This is an optimization exercise on Yosys and OpenROAD, whose aim is small area and a short achievable clock period, not a production implementation. Only simulation tests tie the RTL to the original design; equivalence was not proved.

==> run a: inputs <==
## zsab
module zsab #(
    parameter [31:0] PREHEAT_NOMINAL      = 32'd400,
    parameter [15:0] PWM_RANGE            = 16'd5000,
    parameter [7:0]  KIND_SUPPORTED       = 8'h01,
    parameter [15:0] RST_UART_DIV         = 16'd16,
    parameter [31:0] RST_FRAME_TIMEOUT_MS = 32'd20,
    parameter [31:0] RST_CONV_SETTLE_MS   = 32'd2,
    parameter [31:0] RST_PWM_BUDGET_MS    = 32'd100,
    parameter [15:0] RST_SCK_HALF         = 16'd4
) (
    input             clk,
    input             rst,
    input      [31:0] ms_now,
    input      [5:0]  bus_addr,
    input             bus_we,
    input             bus_re,
    input      [31:0] bus_wdata,
    output reg [31:0] bus_rdata,
    output            uart_tx,
    input             uart_rx,
    output            sbr_sck,
    output            sbr_cs_n,
    input             sbr_so,
    input             pwm_in,
    output            tmr_suspend,
    output reg        evt_done
);
export LEC_CHECK = 0
export ABC_AREA = 1
export CAP_MARGIN = 20
export CORE_MARGIN = 2
export CORE_UTILIZATION = 40
export CTS_BUF_LIST = sky130_fd_sc_hd__clkbuf_4
export CTS_CLUSTER_SIZE = 30
export SLEW_MARGIN = 20
create_clock -name core_clock -period 200.0 [get_ports {clk}]
standard.sh (not shown) runs the stock make flow with config.mk's settings and CLKGATE_MAP_FILE= SYNTH_SCRIPT=/design/flow/synth_recipe.tcl, a recipe that flattens the netlist after the stock synthesis.
==> flow/flow/run.sh <==
#!/bin/bash
set -euo pipefail
here=$(pwd)
rm -rf "$here/scripts_mod"
cp -r "$FLOW_HOME/scripts" "$here/scripts_mod"
cp "$here/flow/abc_area.script" "$here/scripts_mod/abc_area.script"
bash standard.sh SCRIPTS_DIR="$here/scripts_mod" \
    "BUFFER_PORTS_ARGS=-buffer_cell sky130_fd_sc_hd__buf_2" SETUP_SLACK_MARGIN=117.5 \
    "CTS_ARGS=-sink_clustering_enable -repair_clock_nets -dont_use_dummy_load -sink_clustering_size 30 -buf_list sky130_fd_sc_hd__clkbuf_4" finish > "$here/standard.log" 2>&1
==> flow/flow/abc_area.script <==
strash
dch
map -B 0.5
topo
stime -c
buffer -c
dnsize -c
==> inputs of run b, as changes to run a <==
--- a/flow/design.v
+++ b/flow/design.v
@@ -63,17 +63,17 @@
                      A_CONV_SETTLE = 6'h07, A_PWM_BUDGET = 6'h08, A_SCK_HALF = 6'h09,
                      A_SBR_RAW = 6'h0A, A_PWM_HIGH = 6'h0B, A_PWM_LOW = 6'h0C,
                      A_FRAME0 = 6'h0D, A_FRAME1 = 6'h0E, A_FRAME2 = 6'h0F, A_NOW = 6'h10;
     reg [3:0]  seq;
     reg        done, rej;
     reg [2:0]  op;
     reg [3:0]  code;         
     reg [16:0] value_lo;     
-    reg        value_s;
+    wire       value_s = value_lo[16] && (op == 3'd3);
     reg [31:0] warmup_deadline;
     reg [15:0] uart_div;
     reg [31:0] frame_timeout_ms;
     reg [31:0] conv_settle_ms;
     reg [31:0] pwm_budget_ms;
     reg [15:0] sck_half;
     reg [15:0] sbr_raw;
     reg [31:0] pwm_high_ms;
@@ -286,17 +286,17 @@
         if (rst || (cfg_we && bus_addr == A_PWM_BUDGET))
             pwm_budget_ms <= (bus_wdata & nrst32) | (RST_PWM_BUDGET_MS & rst32);
     always @(posedge clk)
         if (rst || (cfg_we && bus_addr == A_SCK_HALF))
             sck_half <= (half_in & nrst32[15:0]) | (RST_SCK_HALF & rst32[15:0]);
     always @(posedge clk) begin
         if (rst) begin
             seq <= S_IDLE; done <= 1'b0; rej <= 1'b0; op <= 3'd0;
-            code <= C_NONE; value_lo <= 17'd0; value_s <= 1'b0;
+            code <= C_NONE; value_lo <= 17'd0;
             sbr_raw <= 16'd0; pwm_high_ms <= 32'd0; pwm_low_ms <= 32'd0;
             for (k = 0; k < 9; k = k + 1) frame[k] <= 8'd0;
             pst <= P_WAIT_LOW; kind_ok <= 1'b0;
             t0 <= 32'd0; tm <= 32'd0;
             rx_st <= RX_IDLE; rx_bit <= 3'd0;
             rx_sh <= 8'd0; rx_count <= 4'd0;
             rx_s1 <= 1'b1; rx_s <= 1'b1; so_s1 <= 1'b0; so_s <= 1'b0;
             pwm_s1 <= 1'b1; pwm_s <= 1'b1;
@@ -310,17 +310,16 @@
                 case (bus_addr)
                     A_CMD:
                         if (!busy && cmd_legal) begin
                             seq      <= cmd_start;
                             op       <= cmd_op[2:0];
                             done     <= 1'b0;
                             code     <= C_NONE;
                             value_lo <= 17'd0;
-                            value_s  <= 1'b0;
                             kind_ok  <= (bus_wdata[15:8] == KIND_SUPPORTED);
                         end else begin
                             rej <= 1'b1;
                         end
                     A_STATUS: begin
                         if (bus_wdata[1]) done <= 1'b0;
                         if (bus_wdata[2]) rej  <= 1'b0;
                     end
@@ -474,17 +473,16 @@
                             default: ;
                         endcase
                     end
                 default: ;
             endcase
             if (fin) begin
                 code     <= fin_code;
                 value_lo <= fin_val;
-                value_s  <= fin_s;
                 done     <= 1'b1;
                 seq      <= S_IDLE;
                 evt_done <= 1'b1;
                 rx_st    <= RX_IDLE;
             end
         end
     end
 endmodule
==> impl_metrics.tcl <==
set metrics [dict create \
    grt_use_met2 0.463 \
    final_cell_mix "nand2_1, inv_1, nor2_1, o21ai_0, xor2_1" \
    grt_max_degree 124 \
    fin_crit_ns 82.60 \
    nFillCells 11000 \
    clock.fmax_mhz 12.1 \
    outcome "no timing/DRC/antenna violations" \
    p_comb_frac 0.446 \
    hold_depth 2 \
    leakage_nw 20.3 \
    multi_input_area_share 0.597 \
]
That was run a.
==> impl_metrics.tcl <==
set metrics [dict create \
    grt_use_met2 0.469 \
    clock_cell_area_share 0.0195 \
    synth_edf_count 232 \
    crit_arrival_ns 42.63 \
    multi_input_area_share 0.595 \
    clock.fmax_mhz 12.1 \
    cp-start-kind "input port" \
    outcome "no timing/DRC/antenna violations" \
    leakage_nw 20.6 \
    final_cell_mix "nand2_1, inv_1, nor2_1, o21ai_0, xor2_1" \
    nFillCells 11100 \
    fin_crit_ns 82.63 \
]
That was run b.

separate check: timing with driven ports:
Ports are ideal in the flow. The routed layouts listed here were re-timed in OpenROAD.
Step 1, drivers: a clkbuf_16 drives clk and a buf_2 each remaining input, both assumed.
Step 2 adds t to the input delays and takes it off the output delays; t is the mean of the earliest and latest rising clock arrival at the registers after step 1. Input paths then give back, and output paths get back, about the clock's delay inside the block.
Three values: ideal, step 1, step 2; two values: the first two.
run	t, ns	setup slack, ns	hold slack, ns
run a	0.972	117.403 / 117.374 / 117.374	0.406 / 0.406 / 0.406
run b	1.022	117.375 / 117.354 / 117.354	0.416 / 0.416 / 0.416
After both steps every run listed still meets setup and hold. The setup slack of run a, which loses most, moves by -0.029 ns with the drivers and by -0.029 ns with both steps.
